What follows belongs to an exercise in optimizing a design on an open flow for small area; a production flow would make more cautious choices. At most, simulation tests tie the RTL to the original design; equivalence was not proved. Power figures rest on the tool's default switching activity, not on a simulated workload.

==> run a: inputs <==
## htm_core
module htm_core (
    input  wire        clk,
    input  wire        rst,
    input  wire        cfg_dialect,
    input  wire        cfg_xor_reg,
    input  wire [16:0] prog_len,
    input  wire        cmd_valid,
    output wire        cmd_ready,
    input  wire [15:0] cmd_count,
    input  wire        cmd_inject,
    input  wire [39:0] cmd_instr,
    output wire [15:0] imem_addr,
    input  wire [39:0] imem_rdata,
    output wire [7:0]  gin_addr,
    input  wire [15:0] gin_rdata,
    output wire        gout_we,
    output wire [7:0]  gout_addr,
    output wire [15:0] gout_data,
    input  wire [5:0]  dbg_addr,
    output wire [15:0] dbg_data,
    output wire [5:0]  slen,
    output wire        runnable,
    output wire        faulted,
    output wire [2:0]  fault_code
);
    localparam [4:0] OP_CONST = 5'h01, OP_PUSH  = 5'h02, OP_POP    = 5'h03,
                     OP_LOAD  = 5'h04, OP_STORE = 5'h05, OP_COPY   = 5'h06,
                     OP_JUMPIF= 5'h07, OP_NOT   = 5'h08, OP_ADD    = 5'h09,
                     OP_MULT  = 5'h0A, OP_AND   = 5'h0B, OP_OR     = 5'h0C,
                     OP_XOR   = 5'h0D, OP_LSHIFT= 5'h0E, OP_RSHIFT = 5'h0F,
                     OP_EQUALS= 5'h10, OP_LESS  = 5'h11, OP_INPUT  = 5'h12,
                     OP_OUTPUT= 5'h13;
    localparam [2:0] F_HALTED = 3'd1, F_UNREC = 3'd2, F_REG = 3'd3,
                     F_UNDER = 3'd4, F_GRID = 3'd5, F_OVER = 3'd6;
    localparam [5:0] S_IDLE  = 6'd0,  S_LDREM = 6'd1,  S_FETCH = 6'd2,
                     S_FWAIT = 6'd3,  S_LATCH = 6'd4,  S_DEC   = 6'd5,
                     S_INC1  = 6'd6,  S_INC2  = 6'd7,  S_OPS   = 6'd8,
                     S_TLD   = 6'd9,  S_WRA   = 6'd10, S_WRLEN = 6'd11,
                     S_ADR1  = 6'd12, S_ADR2  = 6'd13, S_CHKA  = 6'd14,
                     S_LS1   = 6'd15, S_WRC   = 6'd16, S_JZ    = 6'd17,
                     S_JT    = 6'd18, S_WRPC  = 6'd19, S_NOT   = 6'd20,
                     S_B2    = 6'd21, S_B3    = 6'd22, S_FLAG  = 6'd23,
  ...
==> flow/config.mk <==
export PLATFORM = sky130hd
export DESIGN_NAME = htm_core
export DESIGN_NICKNAME = htm_core
export VERILOG_FILES = /design/flow/design.v
export SDC_FILE = /design/flow/constraint.sdc
export NUM_CORES = 4
export LEC_CHECK = 0
export CAP_MARGIN = 0
export CORE_MARGIN = 2
export CORE_UTILIZATION = 60
export GPL_TIMING_DRIVEN = 0
export PLACE_DENSITY = 0.7
export SLEW_MARGIN = 0
export SYNTH_HIERARCHICAL = 1
export SYNTH_MINIMUM_KEEP_SIZE = 0
==> flow/constraint.sdc <==
create_clock -name core_clock -period 14.0 [get_ports {clk}]
set_input_delay 2.8000 -clock core_clock [delete_from_list [all_inputs] [get_ports {clk}]]
set_output_delay 2.8000 -clock core_clock [all_outputs]
set_load 0.01 [all_outputs]
standard.sh (not shown) runs the stock make flow with config.mk's settings and CLKGATE_MAP_FILE= SYNTH_SCRIPT=/design/flow/synth_recipe.tcl, a recipe that flattens the netlist after the stock synthesis.
==> flow/flow/run.sh <==
#!/bin/bash
# The standard ORFS layout (standard.sh), with three changes that only
# make it smaller: port buffers are buf_1, the buffers ABC inserted are
# removed before placement, and CTS uses clkbuf_4 sink clusters of up to 10
# flip-flops and no dummy loads. ORFS writes each tool's log under
# orfs/logs; make's own output goes to flow_make.log here.
set -euo pipefail
bash standard.sh \
  REMOVE_ABC_BUFFERS=1 \
  "BUFFER_PORTS_ARGS=-buffer_cell sky130_fd_sc_hd__buf_1" \
  "CTS_ARGS=-sink_clustering_enable -repair_clock_nets -dont_use_dummy_load -buf_list {sky130_fd_sc_hd__clkbuf_4} -sink_clustering_size 10 -sink_clustering_max_diameter 40" \
  finish > flow_make.log 2>&1
==> inputs of run b, as changes to run a <==
--- a/flow/design.v
+++ b/flow/design.v
@@ -134,35 +134,31 @@
             A_LEN: raddr = {2'b01, len[4:0]};
             A_C:   raddr = {2'b01, cnt};
             default: raddr = 7'b1000000;
         endcase
     end
     wire [15:0] wd;                  
     wire [15:0] r;                   
     localparam NW = 41;
-    wire [NW-1:0] sel;
+    wire [NW-1:0] sel, sel_hi;    
     wire [15:0] q [0:NW-1];
     wire [4:0] ps = add5(raddr[4:0], rot);
     wire is_x = raddr[6:5] == 2'b00;
     wire is_s = raddr[6:5] == 2'b01;
     wire wok  = is_x ? (ps[2:0] == 3'd7) : is_s ? (ps == 5'd31) : 1'b1;
     wire wx = (we && is_x && ps[2:0] == 3'd7) || xclr;
     wire ws = we && is_s && ps == 5'd31;
     wire wr = we && raddr[6];
+    htm_dec dec_lo (.ps(ps), .is_x(is_x), .is_s(is_s), .is_c(raddr[6]), .sel(sel));
+    htm_dec dec_hi (.ps(ps), .is_x(is_x), .is_s(is_s), .is_c(raddr[6]), .sel(sel_hi));
     genvar g, b;
     generate
         for (g = 0; g < NW; g = g + 1) begin : word
             reg  [15:0] m;
-            if (g < 8)
-                assign sel[g] = is_x && ps[2:0] == g;
-            else if (g < 40)
-                assign sel[g] = is_s && ps == g - 8;
-            else
-                assign sel[g] = raddr[6];
             if (g == 0 || g == 8) begin : head
                 wire [15:0] nx;
                 wire s = (g == 0) ? wx : ws;
                 for (b = 0; b < 16; b = b + 1) begin : wbit
                     htm_hold u (.q(q[g + (g == 0 ? 7 : 31)][b]), .k(!s), .d(wd[b]), .s(s), .y(nx[b]));
                 end
                 always @(posedge clk) m <= nx;
             end else if (g < 40) begin : body
@@ -173,21 +169,22 @@
                     htm_hold u (.q(m[b]), .k(!wr), .d(wd[b]), .s(wr), .y(nx[b]));
                 end
                 always @(posedge clk) m <= nx;
             end
             assign q[g] = m;
         end
         for (b = 0; b < 16; b = b + 1) begin : rbit
             wire [13:0] n;
+            wire [NW-1:0] sl = (b < 8) ? sel : sel_hi;
             for (g = 0; g < 13; g = g + 1) begin : grp
-                htm_ao3 u (.a(q[3*g][b]), .sa(sel[3*g]), .b(q[3*g+1][b]), .sb(sel[3*g+1]),
-                           .c(q[3*g+2][b]), .sc(sel[3*g+2]), .y(n[g]));
+                htm_ao3 u (.a(q[3*g][b]), .sa(sl[3*g]), .b(q[3*g+1][b]), .sb(sl[3*g+1]),
+                           .c(q[3*g+2][b]), .sc(sl[3*g+2]), .y(n[g]));
             end
-            htm_ao2 u (.a(q[39][b]), .sa(sel[39]), .b(q[40][b]), .sb(sel[40]), .y(n[13]));
+            htm_ao2 u (.a(q[39][b]), .sa(sl[39]), .b(q[40][b]), .sb(sl[40]), .y(n[13]));
             assign r[b] = !(&n);
         end
     endgenerate
     wire [15:0] xv = (t & {16{xt}}) | ({t[14:0], 1'b0} & {16{xl}}) | ({1'b0, t[15:1]} & {16{xr}});
     wire [15:0] ev = (es == 2'd1) ? (cmd_inject ? cmd_instr[15:0] : cmd_count) :
                      (es == 2'd2) ? imem_rdata[15:0] :
                      (es == 2'd3) ? gin_rdata : 16'd0;
     wire [15:0] yv = ((rq & {16{yr}}) | ev) ^ {16{yinv}};
@@ -319,61 +316,44 @@
                     OP_LOAD, OP_STORE: begin asel = A_XB; nst = S_ADR1; end
                     OP_JUMPIF: begin asel = A_RA1; if (!rd) len_op = 2'd2; nst = S_JZ; end
                     OP_NOT:   begin asel = rd ? A_XA : A_TOP; nst = S_NOT; end
                     OP_INPUT, OP_OUTPUT: begin
                         asel = A_RA1; if (!rd) len_op = 2'd2; nst = S_G2; end
                     default: begin
                         asel = A_RA1; if (!rd) len_op = 2'd2;
                         if (op_ser) begin
-                            yr = 1'b0; te = 1'b1; cnt_15 = 1'b1; nst = S_MA0;
+                            yr = 1'b0; te = 1'b1; cnt_15 = 1'b1; nst = S_MA;
                         end else
                             nst = S_B2;
                     end
                 endcase
             end
             S_TLD: begin
-                te = 1'b1;
-                nst = (ir_op == OP_PUSH) ? S_WRLEN : S_WRA;
-            end
-            S_WRA: begin
-                asel = A_XA; xt = 1'b1; yr = 1'b0; we = 1'b1; nst = S_CHK1;
-            end
-            S_WRLEN: begin
-                asel = A_LEN; xt = 1'b1; yr = 1'b0; we = 1'b1; len_op = 2'd1;
-                nst = S_CHK1;
+                te = 1'b1; nst = S_WB;
             end
             S_ADR1: begin
                 asel = A_X1; te = 1'b1; nst = S_ADR2;
             end
             S_ADR2: begin
                 xt = 1'b1; te = 1'b1; cnt_ld = 1'b1;
                 flag_ld = 1'b1; flag_v = cout; nst = S_CHKA;
             end
             S_CHKA: begin
                 if (!ld_ok) begin
                     set_flt = 1'b1; nst = S_RB1;
                 end else begin
-                    asel = (ir_op == OP_LOAD) ? A_C : A_XA; nst = S_LS1;
+                    asel = (ir_op == OP_LOAD) ? A_C : A_XA; nst = S_TLD;
                 end
             end
-            S_LS1: begin
-                te = 1'b1; nst = (ir_op == OP_LOAD) ? S_WRA : S_WRC;
-            end
-            S_WRC: begin
-                asel = A_C; xt = 1'b1; yr = 1'b0; we = 1'b1; nst = S_CHK1;
-            end
             S_JZ: begin
                 asel = A_XA; flag_ld = 1'b1; flag_v = q_z; nst = S_JT;
             end
             S_JT: begin
-                te = 1'b1; nst = flag ? S_WRPC : S_CHK1;
-            end
-            S_WRPC: begin
-                asel = A_X0; xt = 1'b1; yr = 1'b0; we = 1'b1; nst = S_CHK1;
+                te = 1'b1; nst = flag ? S_WB : S_CHK1;
             end
             S_NOT: begin
                 asel = rd ? A_XA : A_TOP; yinv = 1'b1; we = 1'b1; nst = S_CHK1;
             end
             S_B2: begin
                 asel = A_LA;
                 if (ir_op == OP_LSHIFT || ir_op == OP_RSHIFT) begin
                     cnt_ld = 1'b1; flag_ld = 1'b1; flag_v = q_hi;
@@ -400,61 +380,62 @@
                 if (flag) begin
                     nst = S_WB;
                 end else if (cnt[3:0] == 4'd0) begin
                     xt = 1'b1; nst = S_WB;
                 end else begin
                     xl = (ir_op == OP_LSHIFT); xr = (ir_op != OP_LSHIFT); cnt_dec = 1'b1;
                 end
             end
-            S_MA0: begin
-                asel = A_RA2; nst = S_MA;
-            end
             S_MA: begin
                 asel = A_LA; flag_ld = 1'b1; flag_v = mbit; nst = S_MB;
             end
             S_MB: begin
                 asel = A_RA2; xl = 1'b1; te = 1'b1; cnt_dec = 1'b1;
                 if (ir_op == OP_MULT) yr = flag;
                 else begin
                     yr = 1'b0;
                     cin = (ir_op == OP_AND) ? (mbit & flag) :
                           (ir_op == OP_OR)  ? (mbit | flag) : (mbit ^ flag);
                 end
                 nst = (cnt[3:0] == 4'd0) ? S_WB : S_MA;
             end
             S_WB: begin
-                asel = A_LA; xt = 1'b1; yr = 1'b0; we = 1'b1; nst = S_CHK1;
+                xt = 1'b1; yr = 1'b0; we = 1'b1; nst = S_CHK1;
+                case (ir_op)
+                    OP_PUSH: begin asel = A_LEN; len_op = 2'd1; end
+                    OP_POP, OP_COPY, OP_LOAD: asel = A_XA;
+                    OP_STORE: asel = A_C;
+                    OP_JUMPIF: asel = A_X0;
+                    default: asel = A_LA;
+                endcase
             end
             S_G2: begin
                 asel = A_LA; te = 1'b1; flag_ld = 1'b1; flag_v = q_hi; cnt_4 = 1'b1;
                 nst = S_GSH;
             end
             S_GSH: begin
                 asel = A_LA; xl = 1'b1; yr = 1'b0; te = 1'b1; cnt_dec = 1'b1;
                 if (cnt[1:0] == 2'd1) nst = S_G3;
             end
             S_G3: begin
                 if (flag || q_hi) begin
                     set_flt = 1'b1; set_code = F_GRID; nst = S_RB1;
                 end else begin
-                    xt = 1'b1; te = 1'b1;
+                    asel = A_X2; xt = 1'b1; te = 1'b1;
                     if (!rd) len_op = 2'd2;
-                    nst = (ir_op == OP_INPUT) ? S_IN1 : S_OUT1;
+                    nst = (ir_op == OP_INPUT) ? S_IN1 : S_OUT2;
                 end
             end
             S_IN1: begin
                 nst = S_IN2;
             end
             S_IN2: begin
                 asel = A_X2; yr = 1'b0; es = 2'd3; we = 1'b1; nst = S_CHK1;
             end
-            S_OUT1: begin
-                asel = A_X2; nst = S_OUT2;
-            end
             S_OUT2: begin
                 nst = S_CHK1;
             end
             S_CHK1: begin
                 asel = A_X0; nst = S_CHK2;
             end
             S_CHK2: begin
                 asel = A_REM; nst = inj ? S_IDLE : S_DONE;
@@ -462,47 +443,41 @@
             S_DONE: begin
                 asel = A_REM; cin = 1'b1; we = 1'b1;
                 nst = (q_ones || !runf) ? S_IDLE : S_FETCH;
             end
             S_RB1: begin
                 asel = A_X0; nst = S_RB2;
             end
             S_RB2: begin
-                asel = A_X0; yinv = 1'b1; cin = 1'b1; we = 1'b1; nst = S_RB3;
+                te = 1'b1; nst = S_RB3;
                 if (ir_op[4] && !rd) len_op = 2'd1;
             end
             S_RB3: begin
-                asel = A_X0; nst = S_RB4;
-            end
-            S_RB4: begin
-                asel = A_X0; yinv = 1'b1; we = 1'b1; nst = S_IDLE;
+                asel = A_X0; xt = 1'b1; yr = 1'b0; yinv = 1'b1; we = 1'b1; nst = S_IDLE;
             end
             S_CLR: begin
                 xclr = 1'b1; yr = 1'b0; cnt_dec = 1'b1;
                 if (cnt[3:0] == 4'd0) nst = S_IDLE;
             end
             default: nst = S_IDLE;
         endcase
-        if (we && !wok) begin
-            nst = st; te = 1'b0; set_flt = 1'b0; len_op = 2'd0;
-            cnt_ld = 1'b0; cnt_dec = 1'b0; cnt_15 = 1'b0; cnt_4 = 1'b0; flag_ld = 1'b0;
-        end
     end
+    wire stall = we && !wok;
     always @(posedge clk) begin
         if (rst) begin
             st <= S_CLR;
             len <= 6'd0;
             fcode <= 3'd0;
             runf <= prog_len != 17'd0;
         end else begin
-            st <= nst;
+            if (!stall) st <= nst;
             if (st == S_CHK2) runf <= lt17({1'b0, rq}, prog_len);
             if (set_flt) fcode <= set_code;
-            if (len_op != 2'd0) len <= incdec6(len, len_op[1]);
+            if (len_op != 2'd0 && !stall) len <= incdec6(len, len_op[1]);
             if (st == S_IDLE && cmd_valid && !faulted) begin
                 inj <= cmd_inject;
                 if (cmd_inject)
                     st <= S_DEC;
                 else if (cmd_count != 16'd0) begin
                     if (!runf)
                         fcode <= F_HALTED;
                     else
@@ -534,8 +509,22 @@
 endmodule
 module htm_ao2 (input wire a, input wire sa, input wire b, input wire sb, output wire y);
     assign y = !((a & sa) | (b & sb));
 endmodule
 module htm_fa (input wire a, input wire b, input wire c, output wire s, output wire co);
     assign s  = a ^ b ^ c;
     assign co = (a & b) | (c & (a ^ b));
 endmodule
+module htm_dec (input wire [4:0] ps, input wire is_x, input wire is_s, input wire is_c,
+                output wire [40:0] sel);
+    genvar g;
+    generate
+        for (g = 0; g < 41; g = g + 1) begin : w
+            if (g < 8)
+                assign sel[g] = is_x && ps[2:0] == g;
+            else if (g < 40)
+                assign sel[g] = is_s && ps == g - 8;
+            else
+                assign sel[g] = is_c;
+        end
+    endgenerate
+endmodule
==> flow/flow/run.sh (replaced) <==
#!/bin/bash
# The standard ORFS layout (standard.sh), with changes that only make it
# smaller: port buffers are buf_1, the buffers ABC inserted are removed
# before placement, CTS uses clkbuf_4 sink clusters of up to 10 flip-flops
# and no dummy loads, and cells off the critical paths are downsized after
# global routing (RECOVER_POWER). ORFS writes each tool's log under
# orfs/logs; make's own output goes to flow_make.log here.
set -euo pipefail
bash standard.sh \
  REMOVE_ABC_BUFFERS=1 RECOVER_POWER=100 \
  "BUFFER_PORTS_ARGS=-buffer_cell sky130_fd_sc_hd__buf_1" \
  "CTS_ARGS=-sink_clustering_enable -repair_clock_nets -dont_use_dummy_load -buf_list {sky130_fd_sc_hd__clkbuf_4} -sink_clustering_size 10 -sink_clustering_max_diameter 40" \
  finish > flow_make.log 2>&1
==> inputs of run c, as changes to run a <==
==> flow/flow/run.sh (replaced) <==
#!/bin/bash
# Standard ORFS layout with smaller port buffers, ABC's buffers removed before
# placement, and no CTS dummy loads. Each tool's output goes to the ORFS logs
# under orfs/logs; make's own output goes to flow_make.log here.
set -euo pipefail
bash standard.sh \
  REMOVE_ABC_BUFFERS=1 \
  "BUFFER_PORTS_ARGS=-buffer_cell sky130_fd_sc_hd__buf_1" \
  "CTS_ARGS=-sink_clustering_enable -repair_clock_nets -dont_use_dummy_load -buf_list {sky130_fd_sc_hd__clkbuf_4 sky130_fd_sc_hd__clkbuf_8}" \
  finish > flow_make.log 2>&1
- CAP_MARGIN: 0 -> 20
- CORE_UTILIZATION: 60 -> 50
- CTS_BUF_LIST: unset -> sky130_fd_sc_hd__clkbuf_4 sky130_fd_sc_hd__clkbuf_8
- PLACE_DENSITY: 0.7 -> 0.65
- SLEW_MARGIN: 0 -> 20
==> inputs of run d, as changes to run a <==
--- a/flow/design.v
+++ b/flow/design.v
@@ -319,61 +319,44 @@
                     OP_LOAD, OP_STORE: begin asel = A_XB; nst = S_ADR1; end
                     OP_JUMPIF: begin asel = A_RA1; if (!rd) len_op = 2'd2; nst = S_JZ; end
                     OP_NOT:   begin asel = rd ? A_XA : A_TOP; nst = S_NOT; end
                     OP_INPUT, OP_OUTPUT: begin
                         asel = A_RA1; if (!rd) len_op = 2'd2; nst = S_G2; end
                     default: begin
                         asel = A_RA1; if (!rd) len_op = 2'd2;
                         if (op_ser) begin
-                            yr = 1'b0; te = 1'b1; cnt_15 = 1'b1; nst = S_MA0;
+                            yr = 1'b0; te = 1'b1; cnt_15 = 1'b1; nst = S_MA;
                         end else
                             nst = S_B2;
                     end
                 endcase
             end
             S_TLD: begin
-                te = 1'b1;
-                nst = (ir_op == OP_PUSH) ? S_WRLEN : S_WRA;
-            end
-            S_WRA: begin
-                asel = A_XA; xt = 1'b1; yr = 1'b0; we = 1'b1; nst = S_CHK1;
-            end
-            S_WRLEN: begin
-                asel = A_LEN; xt = 1'b1; yr = 1'b0; we = 1'b1; len_op = 2'd1;
-                nst = S_CHK1;
+                te = 1'b1; nst = S_WB;
             end
             S_ADR1: begin
                 asel = A_X1; te = 1'b1; nst = S_ADR2;
             end
             S_ADR2: begin
                 xt = 1'b1; te = 1'b1; cnt_ld = 1'b1;
                 flag_ld = 1'b1; flag_v = cout; nst = S_CHKA;
             end
             S_CHKA: begin
                 if (!ld_ok) begin
                     set_flt = 1'b1; nst = S_RB1;
                 end else begin
-                    asel = (ir_op == OP_LOAD) ? A_C : A_XA; nst = S_LS1;
+                    asel = (ir_op == OP_LOAD) ? A_C : A_XA; nst = S_TLD;
                 end
             end
-            S_LS1: begin
-                te = 1'b1; nst = (ir_op == OP_LOAD) ? S_WRA : S_WRC;
-            end
-            S_WRC: begin
-                asel = A_C; xt = 1'b1; yr = 1'b0; we = 1'b1; nst = S_CHK1;
-            end
             S_JZ: begin
                 asel = A_XA; flag_ld = 1'b1; flag_v = q_z; nst = S_JT;
             end
             S_JT: begin
-                te = 1'b1; nst = flag ? S_WRPC : S_CHK1;
-            end
-            S_WRPC: begin
-                asel = A_X0; xt = 1'b1; yr = 1'b0; we = 1'b1; nst = S_CHK1;
+                te = 1'b1; nst = flag ? S_WB : S_CHK1;
             end
             S_NOT: begin
                 asel = rd ? A_XA : A_TOP; yinv = 1'b1; we = 1'b1; nst = S_CHK1;
             end
             S_B2: begin
                 asel = A_LA;
                 if (ir_op == OP_LSHIFT || ir_op == OP_RSHIFT) begin
                     cnt_ld = 1'b1; flag_ld = 1'b1; flag_v = q_hi;
@@ -400,61 +383,62 @@
                 if (flag) begin
                     nst = S_WB;
                 end else if (cnt[3:0] == 4'd0) begin
                     xt = 1'b1; nst = S_WB;
                 end else begin
                     xl = (ir_op == OP_LSHIFT); xr = (ir_op != OP_LSHIFT); cnt_dec = 1'b1;
                 end
             end
-            S_MA0: begin
-                asel = A_RA2; nst = S_MA;
-            end
             S_MA: begin
                 asel = A_LA; flag_ld = 1'b1; flag_v = mbit; nst = S_MB;
             end
             S_MB: begin
                 asel = A_RA2; xl = 1'b1; te = 1'b1; cnt_dec = 1'b1;
                 if (ir_op == OP_MULT) yr = flag;
                 else begin
                     yr = 1'b0;
                     cin = (ir_op == OP_AND) ? (mbit & flag) :
                           (ir_op == OP_OR)  ? (mbit | flag) : (mbit ^ flag);
                 end
                 nst = (cnt[3:0] == 4'd0) ? S_WB : S_MA;
             end
             S_WB: begin
-                asel = A_LA; xt = 1'b1; yr = 1'b0; we = 1'b1; nst = S_CHK1;
+                xt = 1'b1; yr = 1'b0; we = 1'b1; nst = S_CHK1;
+                case (ir_op)
+                    OP_PUSH: begin asel = A_LEN; len_op = 2'd1; end
+                    OP_POP, OP_COPY, OP_LOAD: asel = A_XA;
+                    OP_STORE: asel = A_C;
+                    OP_JUMPIF: asel = A_X0;
+                    default: asel = A_LA;
+                endcase
             end
             S_G2: begin
                 asel = A_LA; te = 1'b1; flag_ld = 1'b1; flag_v = q_hi; cnt_4 = 1'b1;
                 nst = S_GSH;
             end
             S_GSH: begin
                 asel = A_LA; xl = 1'b1; yr = 1'b0; te = 1'b1; cnt_dec = 1'b1;
                 if (cnt[1:0] == 2'd1) nst = S_G3;
             end
             S_G3: begin
                 if (flag || q_hi) begin
                     set_flt = 1'b1; set_code = F_GRID; nst = S_RB1;
                 end else begin
-                    xt = 1'b1; te = 1'b1;
+                    asel = A_X2; xt = 1'b1; te = 1'b1;
                     if (!rd) len_op = 2'd2;
-                    nst = (ir_op == OP_INPUT) ? S_IN1 : S_OUT1;
+                    nst = (ir_op == OP_INPUT) ? S_IN1 : S_OUT2;
                 end
             end
             S_IN1: begin
                 nst = S_IN2;
             end
             S_IN2: begin
                 asel = A_X2; yr = 1'b0; es = 2'd3; we = 1'b1; nst = S_CHK1;
             end
-            S_OUT1: begin
-                asel = A_X2; nst = S_OUT2;
-            end
             S_OUT2: begin
                 nst = S_CHK1;
             end
             S_CHK1: begin
                 asel = A_X0; nst = S_CHK2;
             end
             S_CHK2: begin
                 asel = A_REM; nst = inj ? S_IDLE : S_DONE;
@@ -462,47 +446,41 @@
             S_DONE: begin
                 asel = A_REM; cin = 1'b1; we = 1'b1;
                 nst = (q_ones || !runf) ? S_IDLE : S_FETCH;
             end
             S_RB1: begin
                 asel = A_X0; nst = S_RB2;
             end
             S_RB2: begin
-                asel = A_X0; yinv = 1'b1; cin = 1'b1; we = 1'b1; nst = S_RB3;
+                te = 1'b1; nst = S_RB3;
                 if (ir_op[4] && !rd) len_op = 2'd1;
             end
             S_RB3: begin
-                asel = A_X0; nst = S_RB4;
-            end
-            S_RB4: begin
-                asel = A_X0; yinv = 1'b1; we = 1'b1; nst = S_IDLE;
+                asel = A_X0; xt = 1'b1; yr = 1'b0; yinv = 1'b1; we = 1'b1; nst = S_IDLE;
             end
             S_CLR: begin
                 xclr = 1'b1; yr = 1'b0; cnt_dec = 1'b1;
                 if (cnt[3:0] == 4'd0) nst = S_IDLE;
             end
             default: nst = S_IDLE;
         endcase
-        if (we && !wok) begin
-            nst = st; te = 1'b0; set_flt = 1'b0; len_op = 2'd0;
-            cnt_ld = 1'b0; cnt_dec = 1'b0; cnt_15 = 1'b0; cnt_4 = 1'b0; flag_ld = 1'b0;
-        end
     end
+    wire stall = we && !wok;
     always @(posedge clk) begin
         if (rst) begin
             st <= S_CLR;
             len <= 6'd0;
             fcode <= 3'd0;
             runf <= prog_len != 17'd0;
         end else begin
-            st <= nst;
+            if (!stall) st <= nst;
             if (st == S_CHK2) runf <= lt17({1'b0, rq}, prog_len);
             if (set_flt) fcode <= set_code;
-            if (len_op != 2'd0) len <= incdec6(len, len_op[1]);
+            if (len_op != 2'd0 && !stall) len <= incdec6(len, len_op[1]);
             if (st == S_IDLE && cmd_valid && !faulted) begin
                 inj <= cmd_inject;
                 if (cmd_inject)
                     st <= S_DEC;
                 else if (cmd_count != 16'd0) begin
                     if (!runf)
                         fcode <= F_HALTED;
                     else
==> flow/flow/run.sh (replaced) <==
#!/bin/bash
# The standard ORFS layout (standard.sh), with changes that only make it
# smaller: port buffers are buf_1, the buffers ABC inserted are removed
# before placement, CTS uses clkbuf_4 sink clusters of up to 10 flip-flops
# and no dummy loads, and cells off the critical paths are downsized after
# global routing (RECOVER_POWER). ORFS writes each tool's log under
# orfs/logs; make's own output goes to flow_make.log here.
set -euo pipefail
bash standard.sh \
  REMOVE_ABC_BUFFERS=1 RECOVER_POWER=100 \
  "BUFFER_PORTS_ARGS=-buffer_cell sky130_fd_sc_hd__buf_1" \
  "CTS_ARGS=-sink_clustering_enable -repair_clock_nets -dont_use_dummy_load -buf_list {sky130_fd_sc_hd__clkbuf_4} -sink_clustering_size 10 -sink_clustering_max_diameter 40" \
  finish > flow_make.log 2>&1
==> qor.txt <==
Status - finished with violations
Failing Checks - max-capacitance violations, max-slew violations
CP Buf/Inv Count - 3
Met2 WL - 35,600 um
MaxCap Viol Count - 3
Pins Over Slew Limit - 65
the above is filed under run d

==> qor.txt <==
Critical path launch point type - flip-flop
Clk. pwr - 0.000929 W
Pins Over Slew Limit - 0
CP Buf/Inv Count - 4
Reg with most FFs - word.m
Status - finished clean
MaxCap Viol Count - 0
Initial drt markers - 3,458
the above is filed under run a

==> qor.txt <==
Status - finished with violations
Failing Checks - max-capacitance violations, max-slew violations
Share of the synthesized area in the top cell type - 56.7%
Pins Over Slew Limit - 67
Routed length per instance - 26.9 um
Largest regs - word.m: 656 flops, rq: 16 flops, t: 16 flops
Setup TNS - 0 ns
MaxCap Viol Count - 3
Met2 WL - 34,200 um
the above is filed under run b

==> qor.txt <==
Status - finished clean
Hold Path Depth - 0
Met2 WL - 37,700 um
Top delay family on crit path - simple AND/OR/NAND/NOR gates
Reg2reg end - word[8].m[15]
1st-pass router iterations - 10
Mapped Area - 24,500 um^2
Pins Over Slew Limit - 0
the above is filed under run c

No functional check of the RTL was part of run d.

-- re-timing with driven ports --
Ports are ideal in the flow. The routed layouts listed here were re-timed in OpenROAD. Step 1 sets driving cells, clkbuf_16 on the clock port and buf_2 on the other inputs (assumed; they add their load-dependent delay and slew). Step 2 times the ports against the registers' clock, not the clock port: input delays grow and output delays shrink by t, the midpoint of the rising clock arrivals with the driver on. a / b / c = no drivers / after step 1 / after step 2; a / b = the first two.
run | t (ns) | slack for setup (ns) | worst slew at a driven data input, ns | pins driven straight from the clock port
run a | 0.869 | 2.479 / 2.428 / 2.133 | 0.08 | 1
run b | 0.849 | 1.499 / 1.445 / 2.294 | 0.11 | 1
run c | 0.727 | 2.586 / 2.529 / 2.557 | 0.11 | 1
run d | 0.859 | 1.395 / 1.339 / 2.198 | 0.10 | 1
For run a, which loses most, drivers alone change the setup slack by -0.051 ns; drivers and shift together by -0.346 ns.
